From an optimization exercise on the open Yosys and OpenROAD flow, aimed at small area; shortcuts taken in it are not production practice.
RTL that was checked went through simulation tests only; none was proved equivalent to the original.
The RTL of run 4 was laid out without a check of its function.
Power and IR drop assume default switching activity.

==> config.mk <==
export PLATFORM = sky130hd
export DESIGN_NAME = fxp_arith32
export DESIGN_NICKNAME = fxp_arith32
export VERILOG_FILES = /design/flow/design.v
export SDC_FILE = /design/flow/constraint.sdc
export NUM_CORES = 4
export LEC_CHECK = 0
export ABC_AREA = 1
export CAP_MARGIN = 20
export CORE_MARGIN = 2
export CORE_UTILIZATION = 40
export PLACE_DENSITY = 0.6
export SLEW_MARGIN = 20
==> design.v <==
module fxp_mul (
    input  wire [31:0] acc,
    input  wire [31:0] m,
    input  wire [1:0]  d,
    input  wire [1:0]  inj,
    output wire [33:0] s
);
    wire pp0_0;
    wire pp0_1;
    wire pp0_2;
    wire pp0_3;
    wire pp0_4;
    wire pp0_5;
    wire pp0_6;
    wire pp0_7;
    wire pp0_8;
    wire pp0_9;
    wire pp0_10;
    wire pp0_11;
    wire pp0_12;
    wire pp0_13;
    wire pp0_14;
    wire pp0_15;
    wire pp0_16;
    wire pp0_17;
    wire pp0_18;
    wire pp0_19;
    wire pp0_20;
    wire pp0_21;
    wire pp0_22;
    wire pp0_23;
    wire pp0_24;
    wire pp0_25;
    wire pp0_26;
    wire pp0_27;
    wire pp0_28;
    wire pp0_29;
    wire pp0_30;
    wire pp0_31;
    wire pp1_0;
    wire pp1_1;
    wire pp1_2;
    wire pp1_3;
    wire pp1_4;
    wire pp1_5;
    wire pp1_6;
    wire pp1_7;
    wire pp1_8;
    wire pp1_9;
    wire pp1_10;
    wire pp1_11;
    wire pp1_12;
    wire pp1_13;
    wire pp1_14;
    wire pp1_15;
    wire pp1_16;
    wire pp1_17;
    wire pp1_18;
    wire pp1_19;
    wire pp1_20;
    wire pp1_21;
    wire pp1_22;
    wire pp1_23;
    wire pp1_24;
    wire pp1_25;
    wire pp1_26;
    wire pp1_27;
    wire pp1_28;
    wire pp1_29;
    wire pp1_30;
    wire pp1_31;
    wire s1;
    wire c2;
    wire s3;
    wire c4;
    wire s5;
    wire c6;
    wire s7;
    wire c8;
    wire s9;
    wire c10;
    wire s11;
    wire c12;
    wire s13;
    wire c14;
    wire s15;
    wire c16;
    wire s17;
    wire c18;
    wire s19;
    wire c20;
    wire s21;
    wire c22;
    wire s23;
    wire c24;
    wire s25;
    wire c26;
    wire s27;
    wire c28;
    wire s29;
    wire c30;
    wire s31;
    wire c32;
    wire s33;
    wire c34;
    wire s35;
    wire c36;
    wire s37;
    wire c38;
    wire s39;
    wire c40;
    wire s41;
    wire c42;
    wire s43;
    wire c44;
    wire s45;
    wire c46;
    wire s47;
    wire c48;
    wire s49;
    wire c50;
    wire s51;
    wire c52;
    wire s53;
    wire c54;
    wire s55;
    wire c56;
    wire s57;
    wire c58;
    wire s59;
    wire c60;
    wire s61;
    wire c62;
    wire s63;
    wire c64;
    wire s65;
    wire c66;
    wire s67;
    wire c68;
    wire s69;
    wire c70;
    wire s71;
    wire c72;
    wire s73;
    wire c74;
    wire s75;
    wire c76;
    wire s77;
    wire c78;
    wire s79;
    wire c80;
    wire s81;
    wire c82;
    wire s83;
    wire c84;
    wire s85;
    wire c86;
    wire s87;
    wire c88;
    wire s89;
    wire c90;
    wire s91;
    wire c92;
    wire s93;
    wire c94;
    wire s95;
    wire c96;
    wire s97;
    wire c98;
    wire s99;
    wire c100;
    wire s101;
    wire c102;
    wire s103;
    wire c104;
    wire s105;
    wire c106;
    wire s107;
    wire c108;
    wire s109;
    wire c110;
    wire s111;
    wire c112;
    wire s113;
    wire c114;
    wire s115;
    wire c116;
    wire s117;
    wire c118;
    wire s119;
    wire c120;
    wire s121;
    wire c122;
    wire s123;
    wire c124;
    wire s125;
    wire c126;
    wire s127;
    wire c128;
    assign pp0_0 = m[0] & d[0];
    assign pp0_1 = m[1] & d[0];
    assign pp0_2 = m[2] & d[0];
    assign pp0_3 = m[3] & d[0];
    assign pp0_4 = m[4] & d[0];
    assign pp0_5 = m[5] & d[0];
    assign pp0_6 = m[6] & d[0];
    assign pp0_7 = m[7] & d[0];
    assign pp0_8 = m[8] & d[0];
    assign pp0_9 = m[9] & d[0];
    assign pp0_10 = m[10] & d[0];
    assign pp0_11 = m[11] & d[0];
    assign pp0_12 = m[12] & d[0];
    assign pp0_13 = m[13] & d[0];
    assign pp0_14 = m[14] & d[0];
    assign pp0_15 = m[15] & d[0];
    assign pp0_16 = m[16] & d[0];
    assign pp0_17 = m[17] & d[0];
    assign pp0_18 = m[18] & d[0];
    assign pp0_19 = m[19] & d[0];
    assign pp0_20 = m[20] & d[0];
    assign pp0_21 = m[21] & d[0];
    assign pp0_22 = m[22] & d[0];
    assign pp0_23 = m[23] & d[0];
    assign pp0_24 = m[24] & d[0];
    assign pp0_25 = m[25] & d[0];
    assign pp0_26 = m[26] & d[0];
    assign pp0_27 = m[27] & d[0];
    assign pp0_28 = m[28] & d[0];
    assign pp0_29 = m[29] & d[0];
    assign pp0_30 = m[30] & d[0];
    assign pp0_31 = m[31] & d[0];
    assign pp1_0 = m[0] & d[1];
    assign pp1_1 = m[1] & d[1];
    assign pp1_2 = m[2] & d[1];
    assign pp1_3 = m[3] & d[1];
    assign pp1_4 = m[4] & d[1];
    assign pp1_5 = m[5] & d[1];
    assign pp1_6 = m[6] & d[1];
    assign pp1_7 = m[7] & d[1];
    assign pp1_8 = m[8] & d[1];
    assign pp1_9 = m[9] & d[1];
    assign pp1_10 = m[10] & d[1];
    assign pp1_11 = m[11] & d[1];
    assign pp1_12 = m[12] & d[1];
    assign pp1_13 = m[13] & d[1];
    assign pp1_14 = m[14] & d[1];
    assign pp1_15 = m[15] & d[1];
    assign pp1_16 = m[16] & d[1];
    assign pp1_17 = m[17] & d[1];
    assign pp1_18 = m[18] & d[1];
    assign pp1_19 = m[19] & d[1];
    assign pp1_20 = m[20] & d[1];
    assign pp1_21 = m[21] & d[1];
    assign pp1_22 = m[22] & d[1];
    assign pp1_23 = m[23] & d[1];
    assign pp1_24 = m[24] & d[1];
    assign pp1_25 = m[25] & d[1];
    assign pp1_26 = m[26] & d[1];
    assign pp1_27 = m[27] & d[1];
    assign pp1_28 = m[28] & d[1];
    assign pp1_29 = m[29] & d[1];
    assign pp1_30 = m[30] & d[1];
    assign pp1_31 = m[31] & d[1];
    assign s1 = acc[0] ^ pp0_0 ^ inj[0];
    assign c2 = (acc[0] & pp0_0) | (inj[0] & (acc[0] ^ pp0_0));
    assign s3 = acc[1] ^ pp0_1 ^ pp1_0;
    assign c4 = (acc[1] & pp0_1) | (pp1_0 & (acc[1] ^ pp0_1));
    assign s5 = acc[2] ^ pp0_2 ^ pp1_1;
    assign c6 = (acc[2] & pp0_2) | (pp1_1 & (acc[2] ^ pp0_2));
    assign s7 = acc[3] ^ pp0_3 ^ pp1_2;
    assign c8 = (acc[3] & pp0_3) | (pp1_2 & (acc[3] ^ pp0_3));
    assign s9 = acc[4] ^ pp0_4 ^ pp1_3;
    assign c10 = (acc[4] & pp0_4) | (pp1_3 & (acc[4] ^ pp0_4));
    assign s11 = acc[5] ^ pp0_5 ^ pp1_4;
    assign c12 = (acc[5] & pp0_5) | (pp1_4 & (acc[5] ^ pp0_5));
    assign s13 = acc[6] ^ pp0_6 ^ pp1_5;
    assign c14 = (acc[6] & pp0_6) | (pp1_5 & (acc[6] ^ pp0_6));
    assign s15 = acc[7] ^ pp0_7 ^ pp1_6;
    assign c16 = (acc[7] & pp0_7) | (pp1_6 & (acc[7] ^ pp0_7));
    assign s17 = acc[8] ^ pp0_8 ^ pp1_7;
    assign c18 = (acc[8] & pp0_8) | (pp1_7 & (acc[8] ^ pp0_8));
    assign s19 = acc[9] ^ pp0_9 ^ pp1_8;
    assign c20 = (acc[9] & pp0_9) | (pp1_8 & (acc[9] ^ pp0_9));
    assign s21 = acc[10] ^ pp0_10 ^ pp1_9;
    assign c22 = (acc[10] & pp0_10) | (pp1_9 & (acc[10] ^ pp0_10));
    assign s23 = acc[11] ^ pp0_11 ^ pp1_10;
    assign c24 = (acc[11] & pp0_11) | (pp1_10 & (acc[11] ^ pp0_11));
    assign s25 = acc[12] ^ pp0_12 ^ pp1_11;
    assign c26 = (acc[12] & pp0_12) | (pp1_11 & (acc[12] ^ pp0_12));
    assign s27 = acc[13] ^ pp0_13 ^ pp1_12;
    assign c28 = (acc[13] & pp0_13) | (pp1_12 & (acc[13] ^ pp0_13));
    assign s29 = acc[14] ^ pp0_14 ^ pp1_13;
    assign c30 = (acc[14] & pp0_14) | (pp1_13 & (acc[14] ^ pp0_14));
    assign s31 = acc[15] ^ pp0_15 ^ pp1_14;
    assign c32 = (acc[15] & pp0_15) | (pp1_14 & (acc[15] ^ pp0_15));
    assign s33 = acc[16] ^ pp0_16 ^ pp1_15;
    assign c34 = (acc[16] & pp0_16) | (pp1_15 & (acc[16] ^ pp0_16));
    assign s35 = acc[17] ^ pp0_17 ^ pp1_16;
    assign c36 = (acc[17] & pp0_17) | (pp1_16 & (acc[17] ^ pp0_17));
    assign s37 = acc[18] ^ pp0_18 ^ pp1_17;
    assign c38 = (acc[18] & pp0_18) | (pp1_17 & (acc[18] ^ pp0_18));
    assign s39 = acc[19] ^ pp0_19 ^ pp1_18;
    assign c40 = (acc[19] & pp0_19) | (pp1_18 & (acc[19] ^ pp0_19));
    assign s41 = acc[20] ^ pp0_20 ^ pp1_19;
    assign c42 = (acc[20] & pp0_20) | (pp1_19 & (acc[20] ^ pp0_20));
    assign s43 = acc[21] ^ pp0_21 ^ pp1_20;
    assign c44 = (acc[21] & pp0_21) | (pp1_20 & (acc[21] ^ pp0_21));
    assign s45 = acc[22] ^ pp0_22 ^ pp1_21;
    assign c46 = (acc[22] & pp0_22) | (pp1_21 & (acc[22] ^ pp0_22));
    assign s47 = acc[23] ^ pp0_23 ^ pp1_22;
    assign c48 = (acc[23] & pp0_23) | (pp1_22 & (acc[23] ^ pp0_23));
    assign s49 = acc[24] ^ pp0_24 ^ pp1_23;
    assign c50 = (acc[24] & pp0_24) | (pp1_23 & (acc[24] ^ pp0_24));
    assign s51 = acc[25] ^ pp0_25 ^ pp1_24;
    assign c52 = (acc[25] & pp0_25) | (pp1_24 & (acc[25] ^ pp0_25));
    assign s53 = acc[26] ^ pp0_26 ^ pp1_25;
    assign c54 = (acc[26] & pp0_26) | (pp1_25 & (acc[26] ^ pp0_26));
    assign s55 = acc[27] ^ pp0_27 ^ pp1_26;
    assign c56 = (acc[27] & pp0_27) | (pp1_26 & (acc[27] ^ pp0_27));
    assign s57 = acc[28] ^ pp0_28 ^ pp1_27;
    assign c58 = (acc[28] & pp0_28) | (pp1_27 & (acc[28] ^ pp0_28));
    assign s59 = acc[29] ^ pp0_29 ^ pp1_28;
    assign c60 = (acc[29] & pp0_29) | (pp1_28 & (acc[29] ^ pp0_29));
    assign s61 = acc[30] ^ pp0_30 ^ pp1_29;
    assign c62 = (acc[30] & pp0_30) | (pp1_29 & (acc[30] ^ pp0_30));
    assign s63 = acc[31] ^ pp0_31 ^ pp1_30;
    assign c64 = (acc[31] & pp0_31) | (pp1_30 & (acc[31] ^ pp0_31));
    assign s65 = inj[1] ^ c2 ^ s3;
    assign c66 = (inj[1] & c2) | (s3 & (inj[1] ^ c2));
    assign s67 = c4 ^ s5 ^ c66;
    assign c68 = (c4 & s5) | (c66 & (c4 ^ s5));
    assign s69 = c6 ^ s7 ^ c68;
    assign c70 = (c6 & s7) | (c68 & (c6 ^ s7));
    assign s71 = c8 ^ s9 ^ c70;
    assign c72 = (c8 & s9) | (c70 & (c8 ^ s9));
    assign s73 = c10 ^ s11 ^ c72;
    assign c74 = (c10 & s11) | (c72 & (c10 ^ s11));
    assign s75 = c12 ^ s13 ^ c74;
    assign c76 = (c12 & s13) | (c74 & (c12 ^ s13));
    assign s77 = c14 ^ s15 ^ c76;
    assign c78 = (c14 & s15) | (c76 & (c14 ^ s15));
    assign s79 = c16 ^ s17 ^ c78;
    assign c80 = (c16 & s17) | (c78 & (c16 ^ s17));
    assign s81 = c18 ^ s19 ^ c80;
    assign c82 = (c18 & s19) | (c80 & (c18 ^ s19));
    assign s83 = c20 ^ s21 ^ c82;
    assign c84 = (c20 & s21) | (c82 & (c20 ^ s21));
    assign s85 = c22 ^ s23 ^ c84;
    assign c86 = (c22 & s23) | (c84 & (c22 ^ s23));
    assign s87 = c24 ^ s25 ^ c86;
    assign c88 = (c24 & s25) | (c86 & (c24 ^ s25));
    assign s89 = c26 ^ s27 ^ c88;
    assign c90 = (c26 & s27) | (c88 & (c26 ^ s27));
    assign s91 = c28 ^ s29 ^ c90;
    assign c92 = (c28 & s29) | (c90 & (c28 ^ s29));
    assign s93 = c30 ^ s31 ^ c92;
    assign c94 = (c30 & s31) | (c92 & (c30 ^ s31));
    assign s95 = c32 ^ s33 ^ c94;
    assign c96 = (c32 & s33) | (c94 & (c32 ^ s33));
    assign s97 = c34 ^ s35 ^ c96;
    assign c98 = (c34 & s35) | (c96 & (c34 ^ s35));
    assign s99 = c36 ^ s37 ^ c98;
    assign c100 = (c36 & s37) | (c98 & (c36 ^ s37));
    assign s101 = c38 ^ s39 ^ c100;
    assign c102 = (c38 & s39) | (c100 & (c38 ^ s39));
    assign s103 = c40 ^ s41 ^ c102;
    assign c104 = (c40 & s41) | (c102 & (c40 ^ s41));
    assign s105 = c42 ^ s43 ^ c104;
    assign c106 = (c42 & s43) | (c104 & (c42 ^ s43));
    assign s107 = c44 ^ s45 ^ c106;
    assign c108 = (c44 & s45) | (c106 & (c44 ^ s45));
    assign s109 = c46 ^ s47 ^ c108;
    assign c110 = (c46 & s47) | (c108 & (c46 ^ s47));
    assign s111 = c48 ^ s49 ^ c110;
    assign c112 = (c48 & s49) | (c110 & (c48 ^ s49));
    assign s113 = c50 ^ s51 ^ c112;
    assign c114 = (c50 & s51) | (c112 & (c50 ^ s51));
    assign s115 = c52 ^ s53 ^ c114;
    assign c116 = (c52 & s53) | (c114 & (c52 ^ s53));
    assign s117 = c54 ^ s55 ^ c116;
    assign c118 = (c54 & s55) | (c116 & (c54 ^ s55));
    assign s119 = c56 ^ s57 ^ c118;
    assign c120 = (c56 & s57) | (c118 & (c56 ^ s57));
    assign s121 = c58 ^ s59 ^ c120;
    assign c122 = (c58 & s59) | (c120 & (c58 ^ s59));
    assign s123 = c60 ^ s61 ^ c122;
    assign c124 = (c60 & s61) | (c122 & (c60 ^ s61));
    assign s125 = c62 ^ s63 ^ c124;
    assign c126 = (c62 & s63) | (c124 & (c62 ^ s63));
    assign s127 = pp1_31 ^ c64 ^ c126;
    assign c128 = (pp1_31 & c64) | (c126 & (pp1_31 ^ c64));
    assign s[0] = s1;
    assign s[1] = s65;
    assign s[2] = s67;
    assign s[3] = s69;
    assign s[4] = s71;
    assign s[5] = s73;
    assign s[6] = s75;
    assign s[7] = s77;
    assign s[8] = s79;
    assign s[9] = s81;
    assign s[10] = s83;
    assign s[11] = s85;
    assign s[12] = s87;
    assign s[13] = s89;
    assign s[14] = s91;
    assign s[15] = s93;
    assign s[16] = s95;
    assign s[17] = s97;
    assign s[18] = s99;
    assign s[19] = s101;
    assign s[20] = s103;
    assign s[21] = s105;
    assign s[22] = s107;
    assign s[23] = s109;
    assign s[24] = s111;
    assign s[25] = s113;
    assign s[26] = s115;
    assign s[27] = s117;
    assign s[28] = s119;
    assign s[29] = s121;
    assign s[30] = s123;
    assign s[31] = s125;
    assign s[32] = s127;
    assign s[33] = c128;
endmodule
module fxp_arith32 (
    input  wire        clk,
    input  wire        rst,
    input  wire        in_valid,
    output wire        in_ready,
    input  wire [1:0]  op,
    input  wire [31:0] a,
    input  wire [31:0] b,
    output reg         out_valid,
    output wire [62:0] result,
    output reg         ovf,
    output wire        trunc,
    output wire [1:0]  div_state,
    output wire [2:0]  div_iter,
    output reg  [10:0] cost
);
    localparam [6:0] T_ACCEPT = 7'd57;
    reg        busy;
    reg        pre;        
    reg [6:0]  t;
    reg [1:0]  opr;
    reg        conv;
    reg        nc;
    reg [31:0] ar, br, acc;
    wire t_acc = (t == T_ACCEPT);
    assign in_ready = busy ? (pre & t_acc) : ~(in_valid & op[1] & op[0]);
    wire is_div = opr[1] & opr[0];
    wire is_mul = opr[1] & ~opr[0];
    wire addsub = ~opr[1];
    wire t_fin    = t[6] & t[5];               
    wire div_norm = is_div & ~t_fin;
    wire mul_pre  = is_mul & (t[4:3] == 2'd0);
    wire step15   = (t[3:0] == 4'd15);
    wire t_is103 = (t == 7'd103);
    wire t_is119 = (t == 7'd119);
    wire mul_t7  = (t[4:0] == 5'd7);
    wire done    = is_div ? t_is119 : (is_mul ? (t[4:0] == 5'd23) : step15);
    wire pend    = is_div ? ((~t_fin & step15) | t_is103 | t_is119)
                          : (is_mul ? mul_t7 : step15);
    wire pre_end = (is_mul & mul_t7) | (is_div & t_is103);
    wire       shift = addsub | (is_mul & ~mul_pre);
    wire [3:0] didx  = shift ? 4'd0 : {t[3] ^ (mul_pre | t_fin), t[2:0]};
    reg  [1:0] raw;
    always @(*) begin
        case (didx)
            4'd0:  raw = br[1:0];
            4'd1:  raw = br[3:2];
            4'd2:  raw = br[5:4];
            4'd3:  raw = br[7:6];
            4'd4:  raw = br[9:8];
            4'd5:  raw = br[11:10];
            4'd6:  raw = br[13:12];
            4'd7:  raw = br[15:14];
            4'd8:  raw = br[17:16];
            4'd9:  raw = br[19:18];
            4'd10: raw = br[21:20];
            4'd11: raw = br[23:22];
            4'd12: raw = br[25:24];
            4'd13: raw = br[27:26];
            4'd14: raw = br[29:28];
            default: raw = br[31:30];
        endcase
    end
    wire       inv = opr[0];                  
    wire       c0  = (is_div & (t == 7'd96)) ? ~|br[15:0] : nc;
    wire [1:0] rv  = raw ^ {2{inv}};
    wire [2:0] xc  = {1'b0, rv} + {2'd0, c0};
    wire [1:0] x   = xc[1:0];
    wire [1:0]  d   = addsub ? {1'b0, t == 7'd0} : x;
    wire [1:0]  inj = addsub ? x : 2'd0;
    wire        selB = div_norm & t[4];
    wire [31:0] m   = selB ? br : ar;
    wire [33:0] s;
    fxp_mul u_step (.acc(acc), .m(m), .d(d), .inj(inj), .s(s));
    wire        ld_ai = div_norm & ~t[4] & step15;
    wire        ld_bi = (div_norm & t[4] & step15) | (is_div & t_is119);
    always @(posedge clk) begin
        if (rst) begin
            busy      <= 1'b0;
            pre       <= 1'b0;
            out_valid <= 1'b0;
        end else begin
            out_valid <= busy & done;
            if (!busy) begin
                busy <= in_valid;
                pre  <= in_valid & op[1] & op[0];
            end else if (pre) begin
                if (!in_valid) begin
                    busy <= 1'b0;
                    pre  <= 1'b0;
                end else if (t_acc)
                    pre  <= 1'b0;
            end else if (done)
                busy <= 1'b0;
        end
    end
    always @(posedge clk) begin
        t <= busy ? t + 7'd1 : 7'd0;
        if (!busy) begin
            opr  <= op;
            conv <= (b == 32'h8000_0000);
            nc   <= op[0];
            ar   <= a;
            br   <= b;
            acc  <= 32'd0;
        end else begin
            nc  <= (is_div & pend) ? 1'b1 : xc[2];
            acc <= pend ? 32'd0 : s[33:2];    
            if (ld_ai)
                ar <= s[32:1];
            if (ld_bi)
                br <= s[32:1];
            else if (shift)
                br <= {s[1:0], br[31:2]};
            if (pre_end)
                ovf <= s[33];
            else if (done)
                ovf <= addsub ? s[2] : (s[33] & ~ovf);
        end
    end
    assign result    = {acc[30:0], br};
    assign trunc     = is_div;
    assign div_state = {is_div, is_div & ~conv};
    assign div_iter  = {is_div & ~conv, 1'b0, is_div};
    always @(*) begin
        case (opr)
            2'd0:    cost = 11'd128;
            2'd1:    cost = 11'd160;
            2'd2:    cost = 11'd273;
            default: cost = conv ? 11'd273 : 11'd1525;
        endcase
    end
endmodule
==> constraint.sdc <==
create_clock -name core_clock -period 15.0 [get_ports {clk}]
set_input_delay 3.0000 -clock core_clock [delete_from_list [all_inputs] [get_ports {clk}]]
set_output_delay 3.0000 -clock core_clock [all_outputs]
set_load 0.01 [all_outputs]
==> run.sh <==
#!/bin/bash
# synth_recipe.tcl (not shown) runs the flow's synth.tcl, then flattens the netlist and writes it again
# the make line also repeats each setting of config.mk as NAME=value (left out here)
make -C /OpenROAD-flow-scripts/flow DESIGN_CONFIG=/design/flow/config.mk WORK_HOME=/design/flow/orfs CLKGATE_MAP_FILE= SYNTH_SCRIPT=/design/flow/synth_recipe.tcl finish
==> results.sh, run 1 <==
export IMPL_ioPinCount=152
export IMPL_hold_path_depth=2
export IMPL_synth_xor_area_share_pct=0
export IMPL_synth_most_common_cell="nand2_1"
export IMPL_crit_slowest_cell="fa_1"
export IMPL_powerDensity_mw_per_mm2=129
export IMPL_netlist_area_sq_mm=0.00764
export IMPL_dr_pass1_iters=5
export IMPL_ys_warn_count=1
export IMPL_hold_class="reg -> reg"
export IMPL_synth_mux_area_share_pct=0.393
export IMPL_async_reset_ff_share_pct=0
export IMPL_clock_sinks=111
export IMPL_synth_top_area_share_pct=26.7
export IMPL_tightest_slew_ps=891
export IMPL_yosys_register_bits=111
export IMPL_grt_max_degree=76
export IMPL_drv_cap=0
export IMPL_yosys_area_top_type="edfxtp_1"
export IMPL_track_usage_pct=22.9
export IMPL_layout_drive_gt1_share_pct=15.3
export IMPL_dr_total_vias=6612
export IMPL_synthFlopType="edfxtp_1"
export IMPL_synth_edff_count=68
export IMPL_cts_root_buf="clkbuf_16"
export IMPL_finalMaxSlewViolations=0
export IMPL_criticalPathCategory="reg -> reg"
export IMPL_gp_congestion=0.924
export IMPL_vias_per_cell=5.01
export IMPL_setup_violations=0
export IMPL_status="timing/DRC/antenna clean"
export IMPL_fmax_ghz=0.0686
export IMPL_end_kind="flip-flop"
export IMPL_report_final_hold_viol_count=0
export IMPL_fin_worst_skew_ps=10.7
export IMPL_synth_compound_area_share_pct=8.65
export IMPL_rsz0062_at_grt="no"
export IMPL_relSlewSlack_pct=40.6
export IMPL_fp_dieH_um=142
export IMPL_synth_common_cells="nand2_1 (287), nor2_1 (84), inv_1 (76)"
export IMPL_drt_iter0_markers=452
export IMPL_routed_wl_um=22100
export IMPL_critPathArrivalTime_ps=14670
export IMPL_setup_tns_ps=0
export IMPL_die_w_um=142
export IMPL_synth_adder_area_share_pct=17.6
export IMPL_finalCritPeriodShare_pct=97.2
export IMPL_r2r_start="opr[0]"
export IMPL_seq_area_sq_mm=0.00290
export IMPL_synth_distinct_cells=37
export IMPL_ctsHoldBuffers=0
export IMPL_p_leak_nw=4.01
export IMPL_numCtsBuffers=9
export IMPL_areaGrowthSynthToFinish_pct=30.3
export IMPL_grt_antenna_before_repair=0
export IMPL_critPathLaunchType="flip-flop"
export IMPL_die_area_sq_mm=0.0202
export IMPL_reg2reg_depth=57
export IMPL_num_antenna_cells=0
export IMPL_gr_total_overflow=0
export IMPL_vdd_drop_max_uv=64.7
export IMPL_cts_tree="built"
export IMPL_start_util_pct=40.8
export IMPL_portBuffers=147
export IMPL_nFillCells=1741
export IMPL_dpl_instance_area_sq_mm=0.00956
export IMPL_clk_pin_slew_ps=70
export IMPL_crit_end="br[31]"
export IMPL_synth_area_per_cell_sq_um=8.27
export IMPL_cpMostUsedCell="fa_2"
export IMPL_required_ps=15090
export IMPL_drcViolationCount=0
export IMPL_path_max_fanout=6
export IMPL_synth_top_family_by_area="simple AND/OR/NAND/NOR gates"
export IMPL_synth_simple_area_share_pct=24.4
export IMPL_critPathLaunch="opr[0]"
export IMPL_htree_levels=3
export IMPL_core_area_sq_mm=0.0187
export IMPL_r2r_end="br[31]"
export IMPL_multi_input_area_sq_mm=0.00410
export IMPL_crit_path_max_incr_delay_ps=500
export IMPL_reg2reg_slack_ps=420
export IMPL_grt_pass1_vias=6677
export IMPL_dp_hpwl_um=16800
export IMPL_netlist_instances=924
export IMPL_finalCriticalPeriod_ps=14580
export IMPL_grt_pass1_wl_um=35700
export IMPL_synthTopCellsByArea="edfxtp_1 (27%), fa_1 (17%), nand2_1 (14%), dfxtp_1 (11%), buf_4 (4.5%)"
export IMPL_ys_seq_area_share_pct=38.0
export IMPL_worstSkewPairLatency_ps=360
export IMPL_cts_max_path_buffers=2
export IMPL_fp_row_count=50
export IMPL_finish_net_count=1220
export IMPL_design_area_sq_mm=0.00995
export IMPL_drt_antenna_violating_nets=0
export IMPL_wl_per_cell_um=16.7
flip-flops by register name (all words and copies together), names as in the netlist:
| name | flops |
|---|---|
| acc | 32 |
| t | 7 |
| ar | 32 |
| busy | 1 |
| out_valid | 1 |
| conv | 1 |
| br | 32 |
| nc | 1 |
| ovf | 1 |
| pre | 1 |
| opr | 2 |
how the worst min path moves through the flow:
stage / from / endpoint / slack, ps
after floorplan: t[6] / t[6] / 480
after global placement: pre / pre / 510
after detailed placement: pre / pre / 510
after CTS: pre / pre / 530
after global routing: pre / pre / 580
final: pre / pre / 520
layer usage:
metal / wire length, um / vias to the layer above / GRT usage (%)
li1: - / 3256 / -
met1: 10100 / 3107 / 32.1
met2: 10200 / 229 / 36.8
met3: 1540 / 20 / 4.44
met4: 267 / 0 / 5.68
met5: 0 / - / 0
final cells by class:
cell class / count / area share [%]
Multi-Input combinational cell: 651 / 41.2
Sequential cell: 111 / 29.2
Timing Repair Buffer: 227 / 20.9
Inverter: 82 / 3.12
Tap cell: 234 / 2.94
Clock buffer: 13 / 2.51
Clock inverter: 3 / 0.189
cell families after synthesis:
kind of cell,Yosys count
AO/OA/AOI/OAI,126
other,1
flip-flops,111
AND/OR/NAND/NOR,449
multiplexers,3
buffers and inverters,165
adder cells (fa/ha/maj),69
worst max-delay path, delay by kind of cell, from the launching register on:
family	cells	cell delay (ps)
buf+inv	4	250
simple gates	16	1320
flops	1	430
fa+ha+maj	34	11960
compound gates	3	350
metrics by stage:
stage | cells | hold WS, ps | total power [mW] | utilization [%] | setup WS, ps
floorplan | 927 | 475 | 0.834 | - | 18.2
global placement | 1301 | 513 | 1.05 | 51.1 | -346
detailed placement | 1301 | 515 | 1.05 | 51.1 | -464
CTS | 1320 | 527 | 1.29 | 53.0 | 5.56
global route | 1321 | 580 | 1.38 | 53.2 | 13.5
finish | 1321 | 524 | 1.29 | 53.2 | 415
where the power goes:
part	leakage (nW)	total, mW	switching (mW)	internal, mW
Sequential	1.06	0.447	0.0446	0.403
Clock	0.134	0.229	0.112	0.118
Combinational	2.81	0.612	0.320	0.292
Total	4.01	1.29	0.477	0.812
cells in the final DEF, fill, tap and decap left out, types with 4 or more instances in the layout:
master,instances
o21ai_1,29
nand3_2,5
clkbuf_16,9
inv_1,74
o21ai_0,49
dfxtp_1,42
nor4_1,12
nand4_1,15
inv_2,6
fa_1,32
nand2_1,284
fa_2,32
edfxtp_1,68
clkdlybuf4s50_1,147
a21oi_1,37
ha_1,5
nor2_2,5
buf_4,78
nand3_1,27
nand2_2,8
nor2_1,79
conb_1,4
nor2_4,5
timing repair:
action / 4_1_cts / 5_1_grt
setup buffers: 3 / 1
hold endpoints to repair: 0 / 0
pin swaps: 38 / 27
cloned: 0 / 0
gates resized for setup: 17 / 8
setup endpoints to repair: 7 / 5
==> run 2, diff against run 1 <==
--- a/design.v
+++ b/design.v
@@ -199,2 +199,42 @@
     wire c128;
+    wire r129;
+    wire p130;
+    wire r131;
+    wire q132;
+    wire p133;
+    wire r134;
+    wire q135;
+    wire p136;
+    wire r137;
+    wire q138;
+    wire p139;
+    wire r140;
+    wire q141;
+    wire p142;
+    wire r143;
+    wire q144;
+    wire p145;
+    wire r146;
+    wire q147;
+    wire p148;
+    wire r149;
+    wire q150;
+    wire p151;
+    wire r152;
+    wire q153;
+    wire p154;
+    wire r155;
+    wire q156;
+    wire p157;
+    wire r158;
+    wire q159;
+    wire p160;
+    wire r161;
+    wire q162;
+    wire p163;
+    wire r164;
+    wire q165;
+    wire p166;
+    wire r167;
+    wire q168;
     assign pp0_0 = m[0] & d[0];
@@ -365,4 +405,4 @@
     assign c102 = (c38 & s39) | (c100 & (c38 ^ s39));
-    assign s103 = c40 ^ s41 ^ c102;
-    assign c104 = (c40 & s41) | (c102 & (c40 ^ s41));
+    assign s103 = c40 ^ s41;
+    assign c104 = c40 & s41;
     assign s105 = c42 ^ s43 ^ c104;
@@ -391,2 +431,42 @@
     assign c128 = (pp1_31 & c64) | (c126 & (pp1_31 ^ c64));
+    assign r129 = s103 ^ c102;
+    assign p130 = c102 & s103;
+    assign r131 = s105 ^ p130;
+    assign q132 = s103 & s105;
+    assign p133 = c102 & q132;
+    assign r134 = s107 ^ p133;
+    assign q135 = q132 & s107;
+    assign p136 = c102 & q135;
+    assign r137 = s109 ^ p136;
+    assign q138 = q135 & s109;
+    assign p139 = c102 & q138;
+    assign r140 = s111 ^ p139;
+    assign q141 = q138 & s111;
+    assign p142 = c102 & q141;
+    assign r143 = s113 ^ p142;
+    assign q144 = q141 & s113;
+    assign p145 = c102 & q144;
+    assign r146 = s115 ^ p145;
+    assign q147 = q144 & s115;
+    assign p148 = c102 & q147;
+    assign r149 = s117 ^ p148;
+    assign q150 = q147 & s117;
+    assign p151 = c102 & q150;
+    assign r152 = s119 ^ p151;
+    assign q153 = q150 & s119;
+    assign p154 = c102 & q153;
+    assign r155 = s121 ^ p154;
+    assign q156 = q153 & s121;
+    assign p157 = c102 & q156;
+    assign r158 = s123 ^ p157;
+    assign q159 = q156 & s123;
+    assign p160 = c102 & q159;
+    assign r161 = s125 ^ p160;
+    assign q162 = q159 & s125;
+    assign p163 = c102 & q162;
+    assign r164 = s127 ^ p163;
+    assign q165 = q162 & s127;
+    assign p166 = c102 & q165;
+    assign r167 = c128 ^ p166;
+    assign q168 = q165 & c128;
     assign s[0] = s1;
@@ -411,16 +491,16 @@
     assign s[19] = s101;
-    assign s[20] = s103;
-    assign s[21] = s105;
-    assign s[22] = s107;
-    assign s[23] = s109;
-    assign s[24] = s111;
-    assign s[25] = s113;
-    assign s[26] = s115;
-    assign s[27] = s117;
-    assign s[28] = s119;
-    assign s[29] = s121;
-    assign s[30] = s123;
-    assign s[31] = s125;
-    assign s[32] = s127;
-    assign s[33] = c128;
+    assign s[20] = r129;
+    assign s[21] = r131;
+    assign s[22] = r134;
+    assign s[23] = r137;
+    assign s[24] = r140;
+    assign s[25] = r143;
+    assign s[26] = r146;
+    assign s[27] = r149;
+    assign s[28] = r152;
+    assign s[29] = r155;
+    assign s[30] = r158;
+    assign s[31] = r161;
+    assign s[32] = r164;
+    assign s[33] = r167;
 endmodule
==> flow/run.sh (new file) <==
#!/bin/bash
# Layout flow: the standard layout (standard.sh) with one change: the
# buffer that global placement puts on every input and output port is the
# smallest buffer cell, sky130_fd_sc_hd__buf_1, instead of the cell
# buffer_ports picks by default. Every port still gets its own buffer; the
# synthesis, floorplan, power grid, tap cells, clock tree and routing are
# the standard ones. make's output goes to layout.log, each step's to
# orfs/logs/.
set -euo pipefail
bash standard.sh 'BUFFER_PORTS_ARGS=-buffer_cell sky130_fd_sc_hd__buf_1' finish > layout.log 2>&1
test -f out/final.def
==> standard.sh (new file) <==
#!/bin/bash
# synth_recipe.tcl (not shown) runs the flow's synth.tcl, then flattens the netlist and writes it again
# the make line also repeats each setting of config.mk as NAME=value (left out here)
make -C /OpenROAD-flow-scripts/flow DESIGN_CONFIG=/design/flow/config.mk WORK_HOME=/design/flow/orfs CLKGATE_MAP_FILE= SYNTH_SCRIPT=/design/flow/synth_recipe.tcl "${@:-finish}"
--- a/config.mk
+++ b/config.mk
@@ -11,2 +11,5 @@
 export CORE_UTILIZATION = 40
+export CTS_BUF_LIST = sky130_fd_sc_hd__clkbuf_8
+export CTS_CLUSTER_DIAMETER = 100
+export CTS_CLUSTER_SIZE = 40
 export PLACE_DENSITY = 0.6
removed: run.sh
==> run 2 against run 1 <==
  * Worst setup slack better by 1800 ps
  * Highest routed layer unchanged
  * Largest cell class unchanged
  * Critical endpoint unchanged
  * Total power is 15% lower
  * Flip-flop and latch count stayed put
  * Utilization is 9.3 points lower
  * Still clean
  * Sequential power is 4% lower
  * Sequential share of layout area is 5.0 points higher
==> results.sh, run 2 <==
export IMPL_crit_path_max_incr_delay_ps=810
export IMPL_status="timing/DRC/antenna clean"
export IMPL_yosys_register_bits=111
export IMPL_finish_net_count=1138
export IMPL_layout_commonest_cell="nand2_1"
export IMPL_cts_setup_buffers=0
export IMPL_biggestRegsByFlops="acc: 32 flops, ar: 32 flops, br: 32 flops"
export IMPL_powerDensity_mw_per_mm2=129
export IMPL_cts_max_path_buffers=2
export IMPL_cts_tree="built"
export IMPL_synth_distinct_cells=43
export IMPL_hold_class="reg -> reg"
export IMPL_post_cts_resized=0
export IMPL_areaGrowthSynthToFinish_pct=8.47
export IMPL_synth_edff_count=68
export IMPL_grt_max_degree=77
export IMPL_wl_per_cell_um=18.1
export IMPL_fmax_ghz=0.0780
export IMPL_die_w_um=144
export IMPL_relSlewSlack_pct=40.6
export IMPL_setup_violations=0
export IMPL_worstSkewPairLatency_ps=400
export IMPL_gp_congestion=0.906
export IMPL_portBuffers=147
export IMPL_p_leak_nw=3.40
export IMPL_track_usage_pct=22.6
export IMPL_synth_top_area_share_pct=26.1
export IMPL_top_layer_used="met4"
export IMPL_finalCriticalPeriod_ps=12820
export IMPL_ys_seq_area_share_pct=37.1
export IMPL_gr_total_overflow=0
export IMPL_mostFrequentLayoutCells="nand2_1 (201), buf_1 (147), inv_1 (117)"
export IMPL_clock_sinks=111
export IMPL_finalWorstSetupSlack_ps=2180
export IMPL_crit_slowest_cell="edfxtp_1"
export IMPL_grt_pass1_wl_um=35000
export IMPL_drt_iter0_markers=566
export IMPL_met3WireLength_um=1540
export IMPL_fp_dieH_um=144
export IMPL_drt_antenna_violating_nets=0
export IMPL_ctsHoldBuffers=0
export IMPL_path_max_fanout=28
export IMPL_ys_warn_count=1
export IMPL_yosys_area_top_type="edfxtp_1"
export IMPL_num_antenna_cells=0
export IMPL_core_area_sq_mm=0.0193
export IMPL_nFillCells=2025
export IMPL_synthTopCellsByArea="edfxtp_1 (26%), fa_1 (16%), dfxtp_1 (11%), nand2_1 (9.7%), inv_1 (5.6%)"
export IMPL_grt_pass1_vias=6220
export IMPL_htree_levels=3
export IMPL_finalCritPeriodShare_pct=85.5
export IMPL_start_util_pct=40.5
export IMPL_numCtsBuffers=9
export IMPL_routed_wl_um=23000
export IMPL_critPathLaunchType="flip-flop"
export IMPL_finalMaxSlewViolations=0
export IMPL_cts_root_buf="clkbuf_8"
export IMPL_async_reset_ff_share_pct=0
export IMPL_drv_cap=0
export IMPL_synthFlopType="edfxtp_1"
export IMPL_end_kind="flip-flop"
export IMPL_wl_met2_um=10700
export IMPL_fp_row_count=51
export IMPL_hold_ws_ps=486
export IMPL_grt_antenna_before_repair=0
export IMPL_synth_most_common_cell="nand2_1"
export IMPL_cpMostUsedCell="fa_1"
export IMPL_tightest_slew_ps=885
export IMPL_dr_pass1_iters=5
export IMPL_drcViolationCount=0
export IMPL_die_area_sq_mm=0.0207
export IMPL_required_ps=15130
export IMPL_dr_total_vias=6545
export IMPL_rsz0062_at_grt="no"
export IMPL_wl_met1_um=9940
export IMPL_synth_common_cells="nand2_1 (202), inv_1 (117), nor2_1 (101)"
export IMPL_layout_drive_gt1_share_pct=6.67
export IMPL_criticalPathCategory="reg -> reg"
export IMPL_clk_pin_slew_ps=110
export IMPL_place_ws_ps=2370
export IMPL_netlist_area_sq_mm=0.00783
export IMPL_ioPinCount=152
export IMPL_critPathArrivalTime_ps=12960
export IMPL_netlist_instances=908
export IMPL_dp_hpwl_um=17300
export IMPL_vdd_drop_max_uv=45.6
export IMPL_fin_worst_skew_ps=15.4
export IMPL_synth_area_per_cell_sq_um=8.62
export IMPL_vias_per_cell=5.16
export IMPL_setup_tns_ps=0
export IMPL_report_final_hold_viol_count=0
export IMPL_fin_util_pct=43.9
==> run 2: per-layer routing <==
metal | track usage (%) | vias to the layer above
met5 | 0 | -
met4 | 8.98 | 0
met3 | 3.50 | 42
met2 | 36.0 | 281
met1 | 30.8 | 3128
li1 | - | 3094
==> run 2: power by group <==
part	switching (mW)	total [mW]	internal, mW
Clock	0.110	0.186	0.0763
Combinational	0.311	0.481	0.170
Sequential	0.0381	0.428	0.390
Total	0.459	1.10	0.636
==> run 2: worst paths after layout <==
kind	startpoint	to	slack [ps]	depth (start not counted)
setup reg to reg	opr[1]	br[31]	2180	44
setup / recovery	opr[1]	br[31]	2180	44
hold / removal	pre	pre	490	2
hold reg to reg	pre	pre	490	2
==> run 2: per-stage QoR <==
stage | power, mW | cells | instance area (sq um)
5_1_grt | 1.17 | 1269 | 8490
4_1_cts | 1.10 | 1269 | 8490
3_5_place_dp | 0.916 | 1253 | 8310
2_1_floorplan | 0.790 | 911 | 7840
6_report | 1.10 | 1269 | 8490
3_3_place_gp | 0.907 | 1253 | 8300
==> run 2: worst max-delay path: cells and delay by family (launching register included) <==
kind / cells / cell delay [ps]
fa+ha+maj: 21 / 8220
flops: 1 / 810
buf+inv: 3 / 850
simple gates: 17 / 2230
compound gates: 3 / 420
==> run 2: layout make-up <==
class	count	area [sq um]	share of cell area, %
clock buffers	9	124	1.46
clock inverters	7	63.8	0.751
inverters	126	473	5.57
multi-input cells	598	4000	47.1
flip-flops and latches	111	2900	34.2
well taps	265	332	3.90
repair buffers	153	597	7.03
==> run 2: cell families after synthesis <==
family,after synthesis,share of synthesized area [%]
AO/OA/AOI/OAI,128,11.1
XOR/XNOR,10,1.12
other,1,0.0479
adder cells (fa/ha/maj),70,17.2
AND/OR/NAND/NOR,386,21.3
flip-flops,111,37.1
buffers and inverters,202,12.1
==> run 3, diff against run 2 <==
--- a/design.v
+++ b/design.v
@@ -221,20 +221,2 @@
     wire q150;
-    wire p151;
-    wire r152;
-    wire q153;
-    wire p154;
-    wire r155;
-    wire q156;
-    wire p157;
-    wire r158;
-    wire q159;
-    wire p160;
-    wire r161;
-    wire q162;
-    wire p163;
-    wire r164;
-    wire q165;
-    wire p166;
-    wire r167;
-    wire q168;
     assign pp0_0 = m[0] & d[0];
@@ -405,4 +387,4 @@
     assign c102 = (c38 & s39) | (c100 & (c38 ^ s39));
-    assign s103 = c40 ^ s41;
-    assign c104 = c40 & s41;
+    assign s103 = c40 ^ s41 ^ c102;
+    assign c104 = (c40 & s41) | (c102 & (c40 ^ s41));
     assign s105 = c42 ^ s43 ^ c104;
@@ -417,4 +399,4 @@
     assign c114 = (c50 & s51) | (c112 & (c50 ^ s51));
-    assign s115 = c52 ^ s53 ^ c114;
-    assign c116 = (c52 & s53) | (c114 & (c52 ^ s53));
+    assign s115 = c52 ^ s53;
+    assign c116 = c52 & s53;
     assign s117 = c54 ^ s55 ^ c116;
@@ -431,42 +413,24 @@
     assign c128 = (pp1_31 & c64) | (c126 & (pp1_31 ^ c64));
-    assign r129 = s103 ^ c102;
-    assign p130 = c102 & s103;
-    assign r131 = s105 ^ p130;
-    assign q132 = s103 & s105;
-    assign p133 = c102 & q132;
-    assign r134 = s107 ^ p133;
-    assign q135 = q132 & s107;
-    assign p136 = c102 & q135;
-    assign r137 = s109 ^ p136;
-    assign q138 = q135 & s109;
-    assign p139 = c102 & q138;
-    assign r140 = s111 ^ p139;
-    assign q141 = q138 & s111;
-    assign p142 = c102 & q141;
-    assign r143 = s113 ^ p142;
-    assign q144 = q141 & s113;
-    assign p145 = c102 & q144;
-    assign r146 = s115 ^ p145;
-    assign q147 = q144 & s115;
-    assign p148 = c102 & q147;
-    assign r149 = s117 ^ p148;
-    assign q150 = q147 & s117;
-    assign p151 = c102 & q150;
-    assign r152 = s119 ^ p151;
-    assign q153 = q150 & s119;
-    assign p154 = c102 & q153;
-    assign r155 = s121 ^ p154;
-    assign q156 = q153 & s121;
-    assign p157 = c102 & q156;
-    assign r158 = s123 ^ p157;
-    assign q159 = q156 & s123;
-    assign p160 = c102 & q159;
-    assign r161 = s125 ^ p160;
-    assign q162 = q159 & s125;
-    assign p163 = c102 & q162;
-    assign r164 = s127 ^ p163;
-    assign q165 = q162 & s127;
-    assign p166 = c102 & q165;
-    assign r167 = c128 ^ p166;
-    assign q168 = q165 & c128;
+    assign r129 = s115 ^ c114;
+    assign p130 = c114 & s115;
+    assign r131 = s117 ^ p130;
+    assign q132 = s115 & s117;
+    assign p133 = c114 & q132;
+    assign r134 = s119 ^ p133;
+    assign q135 = q132 & s119;
+    assign p136 = c114 & q135;
+    assign r137 = s121 ^ p136;
+    assign q138 = q135 & s121;
+    assign p139 = c114 & q138;
+    assign r140 = s123 ^ p139;
+    assign q141 = q138 & s123;
+    assign p142 = c114 & q141;
+    assign r143 = s125 ^ p142;
+    assign q144 = q141 & s125;
+    assign p145 = c114 & q144;
+    assign r146 = s127 ^ p145;
+    assign q147 = q144 & s127;
+    assign p148 = c114 & q147;
+    assign r149 = c128 ^ p148;
+    assign q150 = q147 & c128;
     assign s[0] = s1;
@@ -491,16 +455,16 @@
     assign s[19] = s101;
-    assign s[20] = r129;
-    assign s[21] = r131;
-    assign s[22] = r134;
-    assign s[23] = r137;
-    assign s[24] = r140;
-    assign s[25] = r143;
-    assign s[26] = r146;
-    assign s[27] = r149;
-    assign s[28] = r152;
-    assign s[29] = r155;
-    assign s[30] = r158;
-    assign s[31] = r161;
-    assign s[32] = r164;
-    assign s[33] = r167;
+    assign s[20] = s103;
+    assign s[21] = s105;
+    assign s[22] = s107;
+    assign s[23] = s109;
+    assign s[24] = s111;
+    assign s[25] = s113;
+    assign s[26] = r129;
+    assign s[27] = r131;
+    assign s[28] = r134;
+    assign s[29] = r137;
+    assign s[30] = r140;
+    assign s[31] = r143;
+    assign s[32] = r146;
+    assign s[33] = r149;
 endmodule
@@ -537,3 +501,5 @@
     wire div_norm = is_div & ~t_fin;
+    wire div_bi   = div_norm & t[4];           
     wire mul_pre  = is_mul & (t[4:3] == 2'd0);
+    wire mul_idle = is_mul & (t[4:3] == 2'd1);
     wire step15   = (t[3:0] == 4'd15);
@@ -542,3 +508,3 @@
     wire mul_t7  = (t[4:0] == 5'd7);
-    wire done    = is_div ? t_is119 : (is_mul ? (t[4:0] == 5'd23) : step15);
+    wire done    = is_div ? t_is119 : (is_mul ? (t[4:0] == 5'd31) : step15);
     wire pend    = is_div ? ((~t_fin & step15) | t_is103 | t_is119)
@@ -546,25 +512,25 @@
     wire pre_end = (is_mul & mul_t7) | (is_div & t_is103);
-    wire       shift = addsub | (is_mul & ~mul_pre);
-    wire [3:0] didx  = shift ? 4'd0 : {t[3] ^ (mul_pre | t_fin), t[2:0]};
-    reg  [1:0] raw;
+    wire       tap16 = mul_pre | (is_div & t_fin);
+    reg  [1:0] araw;
     always @(*) begin
-        case (didx)
-            4'd0:  raw = br[1:0];
-            4'd1:  raw = br[3:2];
-            4'd2:  raw = br[5:4];
-            4'd3:  raw = br[7:6];
-            4'd4:  raw = br[9:8];
-            4'd5:  raw = br[11:10];
-            4'd6:  raw = br[13:12];
-            4'd7:  raw = br[15:14];
-            4'd8:  raw = br[17:16];
-            4'd9:  raw = br[19:18];
-            4'd10: raw = br[21:20];
-            4'd11: raw = br[23:22];
-            4'd12: raw = br[25:24];
-            4'd13: raw = br[27:26];
-            4'd14: raw = br[29:28];
-            default: raw = br[31:30];
+        case (t[3:0])
+            4'd0:  araw = ar[1:0];
+            4'd1:  araw = ar[3:2];
+            4'd2:  araw = ar[5:4];
+            4'd3:  araw = ar[7:6];
+            4'd4:  araw = ar[9:8];
+            4'd5:  araw = ar[11:10];
+            4'd6:  araw = ar[13:12];
+            4'd7:  araw = ar[15:14];
+            4'd8:  araw = ar[17:16];
+            4'd9:  araw = ar[19:18];
+            4'd10: araw = ar[21:20];
+            4'd11: araw = ar[23:22];
+            4'd12: araw = ar[25:24];
+            4'd13: araw = ar[27:26];
+            4'd14: araw = ar[29:28];
+            default: araw = ar[31:30];
         endcase
     end
+    wire [1:0] raw = div_bi ? araw : (tap16 ? br[17:16] : br[1:0]);
     wire       inv = opr[0];                  
@@ -574,10 +540,9 @@
     wire [1:0] x   = xc[1:0];
-    wire [1:0]  d   = addsub ? {1'b0, t == 7'd0} : x;
+    wire [1:0]  d   = addsub ? {1'b0, t == 7'd0} : (mul_idle ? 2'd0 : x);
     wire [1:0]  inj = addsub ? x : 2'd0;
-    wire        selB = div_norm & t[4];
-    wire [31:0] m   = selB ? br : ar;
     wire [33:0] s;
-    fxp_mul u_step (.acc(acc), .m(m), .d(d), .inj(inj), .s(s));
-    wire        ld_ai = div_norm & ~t[4] & step15;
-    wire        ld_bi = (div_norm & t[4] & step15) | (is_div & t_is119);
+    fxp_mul u_step (.acc(acc), .m(ar), .d(d), .inj(inj), .s(s));
+    wire        ld_a = div_norm & step15;
+    wire        ld_b = ld_a | (is_div & t_is119);
+    wire        shin = addsub | (is_mul & t[4]);
     always @(posedge clk) begin
@@ -606,3 +571,2 @@
             opr  <= op;
-            conv <= (b == 32'h8000_0000);
             nc   <= op[0];
@@ -613,9 +577,11 @@
             nc  <= (is_div & pend) ? 1'b1 : xc[2];
+            if (t[6:4] == 3'd0)
+                conv <= ((t[3:0] == 4'd0) | conv) & (x == {step15, 1'b0});
             acc <= pend ? 32'd0 : s[33:2];    
-            if (ld_ai)
-                ar <= s[32:1];
-            if (ld_bi)
+            if (ld_a)
+                ar <= {br[1:0], br[31:2]};    
+            if (ld_b)
                 br <= s[32:1];
-            else if (shift)
-                br <= {s[1:0], br[31:2]};
+            else
+                br <= {shin ? s[1:0] : br[1:0], br[31:2]};
             if (pre_end)
==> run 3 against run 2 <==
  * Area after synthesis down 7.2%
  * Highest routed layer unchanged
  * Flip-flop and latch count unchanged
  * Clock power about the same
==> results.sh, run 3 <==
export IMPL_status="timing/DRC/antenna clean"
export IMPL_vdd_drop_max_uv=59.7
export IMPL_synthTopCellsByArea="dfxtp_1 (21%), fa_1 (17%), edfxtp_1 (15%), nand2_1 (14%), buf_4 (4.9%)"
export IMPL_path_max_fanout=27
export IMPL_dp_hpwl_um=12800
export IMPL_report_final_hold_viol_count=0
export IMPL_cts_root_buf="clkbuf_8"
export IMPL_synth_top_area_share_pct=20.7
export IMPL_cts_max_path_buffers=2
export IMPL_yosys_area_top_type="dfxtp_1"
export IMPL_setup_violations=0
export IMPL_grt_pass1_wl_um=28400
export IMPL_cts_setup_buffers=0
export IMPL_drcViolationCount=0
export IMPL_clk_pin_slew_ps=110
export IMPL_drt_antenna_violating_nets=0
export IMPL_design_area_sq_mm=0.00776
export IMPL_post_cts_resized=0
export IMPL_mostFrequentLayoutCells="nand2_1 (268), buf_1 (147), inv_1 (76)"
export IMPL_powerDensity_mw_per_mm2=112
export IMPL_yosys_register_bits=111
export IMPL_dr_total_vias=5560
export IMPL_end_kind="flip-flop"
export IMPL_netlist_area_sq_mm=0.00727
export IMPL_finalCritPeriodShare_pct=92.9
export IMPL_fin_worst_skew_ps=17.9
export IMPL_relSlewSlack_pct=37.2
export IMPL_start_util_pct=40.6
export IMPL_layout_commonest_cell="nand2_1"
export IMPL_setup_tns_ps=0
export IMPL_rsz0062_at_grt="no"
export IMPL_vias_per_cell=4.70
export IMPL_finalCriticalPeriod_ps=13940
export IMPL_gr_total_overflow=0
export IMPL_grt_max_degree=57
export IMPL_dr_pass1_iters=5
export IMPL_critPathLaunchType="flip-flop"
export IMPL_areaGrowthSynthToFinish_pct=6.87
export IMPL_cpMostUsedCell="fa_1"
export IMPL_crit_slowest_cell="dfxtp_1"
export IMPL_p_leak_nw=3.23
export IMPL_dpl_instance_area_sq_mm=0.00758
export IMPL_tightest_slew_ps=941
export IMPL_synth_most_common_cell="nand2_1"
export IMPL_ys_seq_area_share_pct=35.5
export IMPL_async_reset_ff_share_pct=0
export IMPL_cts_tree="built"
export IMPL_synthFlopType="dfxtp_1"
export IMPL_track_usage_pct=18.5
export IMPL_synth_edff_count=36
export IMPL_portBuffers=147
export IMPL_clock_sinks=111
export IMPL_ctsHoldBuffers=0
export IMPL_die_w_um=139
export IMPL_ioPinCount=152
export IMPL_synth_area_per_cell_sq_um=8.40
export IMPL_required_ps=15120
export IMPL_num_antenna_cells=0
export IMPL_die_area_sq_mm=0.0193
export IMPL_numCtsBuffers=9
export IMPL_synth_common_cells="nand2_1 (268), dfxtp_1 (75), inv_1 (74)"
export IMPL_layout_drive_gt1_share_pct=7.86
export IMPL_core_area_sq_mm=0.0179
export IMPL_hold_ws_ps=474
export IMPL_criticalPathCategory="reg -> reg"
export IMPL_worstSkewPairLatency_ps=400
export IMPL_netlist_instances=865
export IMPL_gp_congestion=0.861
export IMPL_grt_antenna_before_repair=0
export IMPL_fp_row_count=49
export IMPL_critPathArrivalTime_ps=14060
export IMPL_biggestRegsByFlops="acc: 32 flops, ar: 32 flops, br: 32 flops"
export IMPL_finalPower_uw=872
export IMPL_drt_iter0_markers=228
export IMPL_grt_pass1_vias=5503
export IMPL_drv_cap=0
export IMPL_fin_util_pct=43.4
export IMPL_hold_class="reg -> reg"
export IMPL_ys_warn_count=1
export IMPL_synth_distinct_cells=43
export IMPL_finalMaxSlewViolations=0
export IMPL_fmax_ghz=0.0718
export IMPL_crit_path_max_incr_delay_ps=810
export IMPL_wl_per_cell_um=14.5
export IMPL_htree_levels=3
export IMPL_fp_dieH_um=139
export IMPL_finish_net_count=1090
export IMPL_routed_wl_um=17100
==> run 3: cell count changes after synthesis, moves of 6 or more <==
cell | before | now
nand2_1 | 202 | 268
o21ai_0 | 71 | 16
inv_1 | 117 | 74
nor2_1 | 101 | 59
dfxtp_1 | 43 | 75
edfxtp_1 | 68 | 36
a21oi_1 | 9 | 34
nor2_2 | 6 | 30
o21ai_1 | 4 | 23
a221oi_2 | 13 | 0
buf_6 | 2 | 11
o221ai_1 | 8 | 0
clkbuf_1 | 20 | 13
nand3_1 | 29 | 23
==> run 3: routing by layer <==
layer  wire, um  vias up  GRT usage (%)
li1           -     2843              -
met1       8140     2540           25.7
met2       7670      153           28.9
met3        952       24           3.56
met4        333        0           6.59
met5          0        -              0
==> run 3: report_power, final <==
part           leakage [nW]  switching, mW  internal (mW)
combinational          2.13          0.189          0.116
sequential            0.989         0.0327          0.352
clock                 0.106          0.107         0.0766
==> run 3: stage by stage <==
step	std cells	setup slack [ps]
after floorplan	868	2150
after global placement	1167	1350
after detailed placement	1167	1090
after CTS	1183	1080
after global routing	1183	188
final	1183	1060
==> run 3: kinds of logic (layout without fill, tap and decap cells) <==
| family | Yosys count | count (layout) | synth area share (%) |
|---|---|---|---|
| AND/OR/NAND/NOR | 422 | 422 | 25.4 |
| buffers and inverters | 166 | 252 | 12.3 |
| flip-flops | 111 | 111 | 35.5 |
| AO/OA/AOI/OAI | 87 | 87 | 7.01 |
| adder cells (fa/ha/maj) | 72 | 72 | 18.9 |
| XOR/XNOR | 6 | 6 | 0.723 |
| other | 1 | 4 | 0.0516 |
==> run 3: final timing paths <==
path	to	cells past startpoint	slack (ps)	startpoint
max	ovf	46	1060	t[3]
min	pre	2	470	pre
max reg2reg	ovf	46	1060	t[3]
min reg2reg	pre	2	470	pre
==> run 3: critical path, delay by kind of cell, from the launching register on <==
kind                     cells  cell delay, ps
XOR/XNOR                     1             170
buffers and inverters        3             750
AO/OA/AOI/OAI                3             550
adder cells (fa/ha/maj)     27            9970
flip-flops                   1             810
AND/OR/NAND/NOR             12            1370
==> run 3: layout make-up <==
class | instances | area, sq um
fillers | 1879 | 10100
repair buffers | 151 | 582
well taps | 229 | 287
clock buffers | 9 | 124
inverters | 85 | 325
multi-input cells | 591 | 3800
flip-flops and latches | 111 | 2580
clock inverters | 7 | 65.1
==> run 4, diff against run 3 <==
--- a/design.v
+++ b/design.v
@@ -505,2 +505,3 @@
     wire step15   = (t[3:0] == 4'd15);
+    wire t_is95  = (t == 7'd95);
     wire t_is103 = (t == 7'd103);
@@ -536,3 +537,3 @@
     wire       inv = opr[0];                  
-    wire       c0  = (is_div & (t == 7'd96)) ? ~|br[15:0] : nc;
+    wire       c0  = nc;
     wire [1:0] rv  = raw ^ {2{inv}};
@@ -576,3 +577,3 @@
         end else begin
-            nc  <= (is_div & pend) ? 1'b1 : xc[2];
+            nc  <= (is_div & pend) ? (t_is95 ? ~|s[16:1] : 1'b1) : xc[2];
             if (t[6:4] == 3'd0)
==> flow/run.sh (replaced) <==
#!/bin/bash
# Layout flow: the standard layout (standard.sh) with two changes.
# 1. Synthesis is the standard flow's script (synth_recipe.tcl) unchanged, except that
#    its final technology mapping runs ABC with flow/abc_area_only.script
#    (strash; dch; map -a; topo), an area-only mapping, instead of ORFS's
#    abc_area.script, which also buffers and upsizes for delay. A variable
#    trace swaps the script name when ORFS's synthesis preamble sets it;
#    the registers, -nofsm -noshare, flattening and renaming are as in the
#    standard synthesis.
# 2. The buffer that global placement puts on every input and output port
#    is the smallest buffer cell, sky130_fd_sc_hd__buf_1, instead of the
#    cell buffer_ports picks by default. Every port still gets its own
#    buffer.
# Floorplan, power grid, tap cells, clock tree and routing are standard.
# Each make run's output goes to its own log here, each step's to orfs/logs/.
set -euo pipefail
script="$PWD/flow/abc_area_only.script"
test -f "$script"
{
  echo "proc fxp_abc_script {args} { set ::abc_script {$script} }"
  echo "trace add variable ::abc_script write fxp_abc_script"
  cat synth_recipe.tcl
} > synth_abc.tcl
sed -e 's#synth_recipe\.tcl#synth_abc.tcl#g' standard.sh > synth_abc.sh
grep -q 'synth_abc\.tcl' synth_abc.sh
bash synth_abc.sh synth > synth.log 2>&1
grep -q "abc_area_only.script" orfs/logs/*/fxp_arith32/base/1_2_yosys.log
bash standard.sh 'BUFFER_PORTS_ARGS=-buffer_cell sky130_fd_sc_hd__buf_1' finish > layout.log 2>&1
test -f out/final.def
==> flow/abc_area_only.script (new file) <==
strash
dch
map -a
topo
==> run 4 against run 3 <==
  * Global-route usage up 2.7 points
  * Critical path depth up 5
  * Clock-buffer cell count up 1
  * Area after synthesis down 7.9%
  * Die area down 7.7%
  * Via count down 0.56%
  * Sequential share of layout area up 0.97 points
  * Critical path type unchanged
==> results.sh, run 4 <==
export IMPL_synth_top_area_share_pct=22.4
export IMPL_drcViolationCount=0
export IMPL_synth_most_common_cell="nand2_1"
export IMPL_finish_net_count=1058
export IMPL_dp_hpwl_um=13300
export IMPL_drt_antenna_violating_nets=0
export IMPL_vias_per_cell=4.84
export IMPL_finalMaxSlewViolations=0
export IMPL_fp_dieH_um=133
export IMPL_routed_wl_um=17600
export IMPL_dr_pass1_iters=5
export IMPL_synthTopCellsByArea="dfxtp_1 (22%), fa_1 (19%), edfxtp_1 (16%), nand2_1 (10%), nor2_1 (7.3%)"
export IMPL_synth_edff_count=36
export IMPL_fin_worst_skew_ps=13.4
export IMPL_gr_total_overflow=0
export IMPL_grt_pass1_wl_um=29500
export IMPL_dr_total_vias=5529
export IMPL_ioPinCount=152
export IMPL_gp_congestion=0.934
export IMPL_ys_seq_area_share_pct=38.6
export IMPL_criticalPathCategory="reg -> reg"
export IMPL_clock_sinks=111
export IMPL_drt_iter0_markers=303
export IMPL_r2r_start="t[0]"
export IMPL_wl_per_cell_um=15.5
export IMPL_ys_warn_count=1
export IMPL_power_switching_uw=367
export IMPL_drv_cap=0
export IMPL_synthFlopType="dfxtp_1"
export IMPL_vdd_drop_max_uv=69.2
export IMPL_p_leak_nw=2.73
export IMPL_seqPwrFrac_pct=40.8
export IMPL_path_max_fanout=5
export IMPL_htree_levels=3
export IMPL_grt_antenna_before_repair=0
export IMPL_die_area_sq_mm=0.0178
export IMPL_critPathLaunch="t[0]"
export IMPL_clk_pin_slew_ps=100
export IMPL_finalPower_uw=957
export IMPL_finalCriticalPeriod_ps=14100
export IMPL_numCtsBuffers=9
export IMPL_critPathArrivalTime_ps=14250
export IMPL_grt_max_degree=90
export IMPL_fmax_ghz=0.0709
export IMPL_cts_max_path_buffers=2
export IMPL_hold_class="reg -> reg"
export IMPL_grt_pass1_vias=5704
export IMPL_min_delay_start="t[0]"
export IMPL_num_antenna_cells=0
export IMPL_portBuffers=147
export IMPL_yosys_area_top_type="dfxtp_1"
export IMPL_track_usage_pct=21.2
export IMPL_required_ps=15150
export IMPL_critPathLaunchType="flip-flop"
export IMPL_cts_tree="built"
export IMPL_layout_drive_gt1_share_pct=4.01
export IMPL_status="timing/DRC/antenna clean"
export IMPL_async_reset_ff_share_pct=0
export IMPL_intPower_uw=590
export IMPL_worstSkewPairLatency_ps=400
export IMPL_finalCritPeriodShare_pct=94.0
export IMPL_synth_distinct_cells=30
export IMPL_setup_tns_ps=0
export IMPL_clockPowerShare_pct=21.2
export IMPL_yosys_register_bits=111
export IMPL_netlist_instances=789
export IMPL_fp_row_count=47
export IMPL_start_util_pct=40.6
export IMPL_synth_common_cells="nand2_1 (182), nor2_1 (130), clkinv_1 (93)"
export IMPL_synth_area_per_cell_sq_um=8.48
export IMPL_rsz0062_at_grt="no"
export IMPL_areaGrowthSynthToFinish_pct=12.8
export IMPL_crit_slowest_cell="fa_1"
export IMPL_powerDensity_mw_per_mm2=127
export IMPL_cpMostUsedCell="fa_1"
export IMPL_report_final_hold_viol_count=0
export IMPL_relSlewSlack_pct=42.5
export IMPL_netlist_area_sq_mm=0.00669
export IMPL_mostFrequentLayoutCells="nand2_1 (182), buf_1 (147), nor2_1 (125)"
export IMPL_ctsHoldBuffers=0
export IMPL_die_w_um=133
export IMPL_core_area_sq_mm=0.0165
export IMPL_crit_path_max_incr_delay_ps=480
export IMPL_comb_power_share_pct=38.0
export IMPL_end_kind="flip-flop"
export IMPL_cts_root_buf="clkbuf_8"
export IMPL_setup_violations=0
export IMPL_tightest_slew_ps=862
export IMPL_layout_commonest_cell="nand2_1"
export IMPL_biggestRegsByFlops="acc: 32 flops, ar: 32 flops, br: 32 flops"
export IMPL_p_sw_share_pct=38.4
[run 4: area by class of cell]
| class | count | area [sq um] |
|---|---|---|
| timing repair buffer | 158 | 634 |
| tap | 220 | 275 |
| multi-input combinational | 544 | 3480 |
| sequential | 111 | 2580 |
| fill | 1737 | 8920 |
| inverter | 93 | 349 |
| clock inverter | 6 | 83.8 |
| clock buffer | 10 | 138 |
[run 4: logic make-up (layout without fill, tap and decap cells)]
| kind of cell | Yosys count | in the layout | synth area share, % |
|---|---|---|---|
| simple gates | 351 | 351 | 20.7 |
| compound gates | 111 | 111 | 9.20 |
| other cells | 1 | 4 | 0.0561 |
| flops | 111 | 111 | 38.6 |
| xor+xnor | 6 | 6 | 0.786 |
| fa+ha+maj | 72 | 72 | 20.5 |
| buf+inv | 137 | 267 | 10.1 |
[run 4: per-stage QoR]
stage	setup WS, ps	instance area [sq um]	util [%]	instances	hold WS, ps
CTS	114	7500	45.5	1140	481
detailed placement	145	7280	44.2	1124	457
finish	899	7540	45.8	1142	474
global placement	477	7280	44.2	1124	456
global route	22.8	7540	45.8	1142	502
floorplan	349	6700	-	792	437
[run 4: worst paths after layout]
path | cells past startpoint | endpoint | slack (ps)
worst max-delay path | 51 | ovf | 900
worst max register to register | 51 | ovf | 900
worst min-delay path | 1 | t[0] | 470
worst min register to register | 1 | t[0] | 470
[run 4: layer usage]
metal	GRT usage [%]	share of wire (%)	up-vias
li1	-	-	2737
met1	29.9	47	2599
met2	32.8	46	172
met3	4.22	5.4	21
met4	6.97	2.1	0
met5	0	0	-
[run 4: power groups by stage]
stage / Combinational, mW / Clock, mW / Sequential, mW
CTS: 0.365 / 0.211 / 0.390
detailed placement: 0.359 / 0 / 0.397
global placement: 0.362 / 0 / 0.398
global route: 0.417 / 0.222 / 0.396
finish: 0.364 / 0.203 / 0.390
floorplan: 0.264 / 0 / 0.391
[run 4: repair_timing]
| item | CTS | global route |
|---|---|---|
| gates resized for setup | 0 | 9 |
| buffers inserted | 0 | 2 |
| endpoints found under the hold margin | 0 | 0 |
| endpoints found under the setup margin | 0 | 10 |
[run 4: critical path: cells and delay by family (launching register included)]
family	cells	cell delay, ps
buffers and inverters	7	680
AOI/OAI and AO/OA	3	720
adders and majority gates	29	10480
DFF	1	390
and+or+nand+nor	10	1130
xor gates and xnor gates	2	390

==> afterwards: timing with drivers on the ports <==
The flow's constraints put no driver on any port. The routed layouts listed below were extracted and timed again, unchanged, in two steps.
Step 1: set_driving_cell puts a clkbuf_16 on clk and a buf_2 on each other input, an assumption about the parent block.
Step 2 moves the port delays by t, midway between the first and last clock arrival at a register: inputs arrive t later, outputs are due t later. That takes back most of the time a late clock gives input paths.
Three values: ideal ports, drivers, drivers and shift; two values: the first two.
| run | shift t [ns] | slack for setup (ns) | worst data-port slew with drivers (ns) |
|---|---|---|---|
| run 1 | 0.399 | 0.415 / 0.415 / 0.415 | 0.04 |
| run 2 | 0.427 | 2.175 / 2.175 / 2.175 | 0.04 |
| run 3 | 0.426 | 1.064 / 1.064 / 1.064 | 0.04 |
| run 4 | 0.429 | 0.899 / 0.899 / 0.899 | 0.04 |
After both steps every run listed still meets setup and hold.
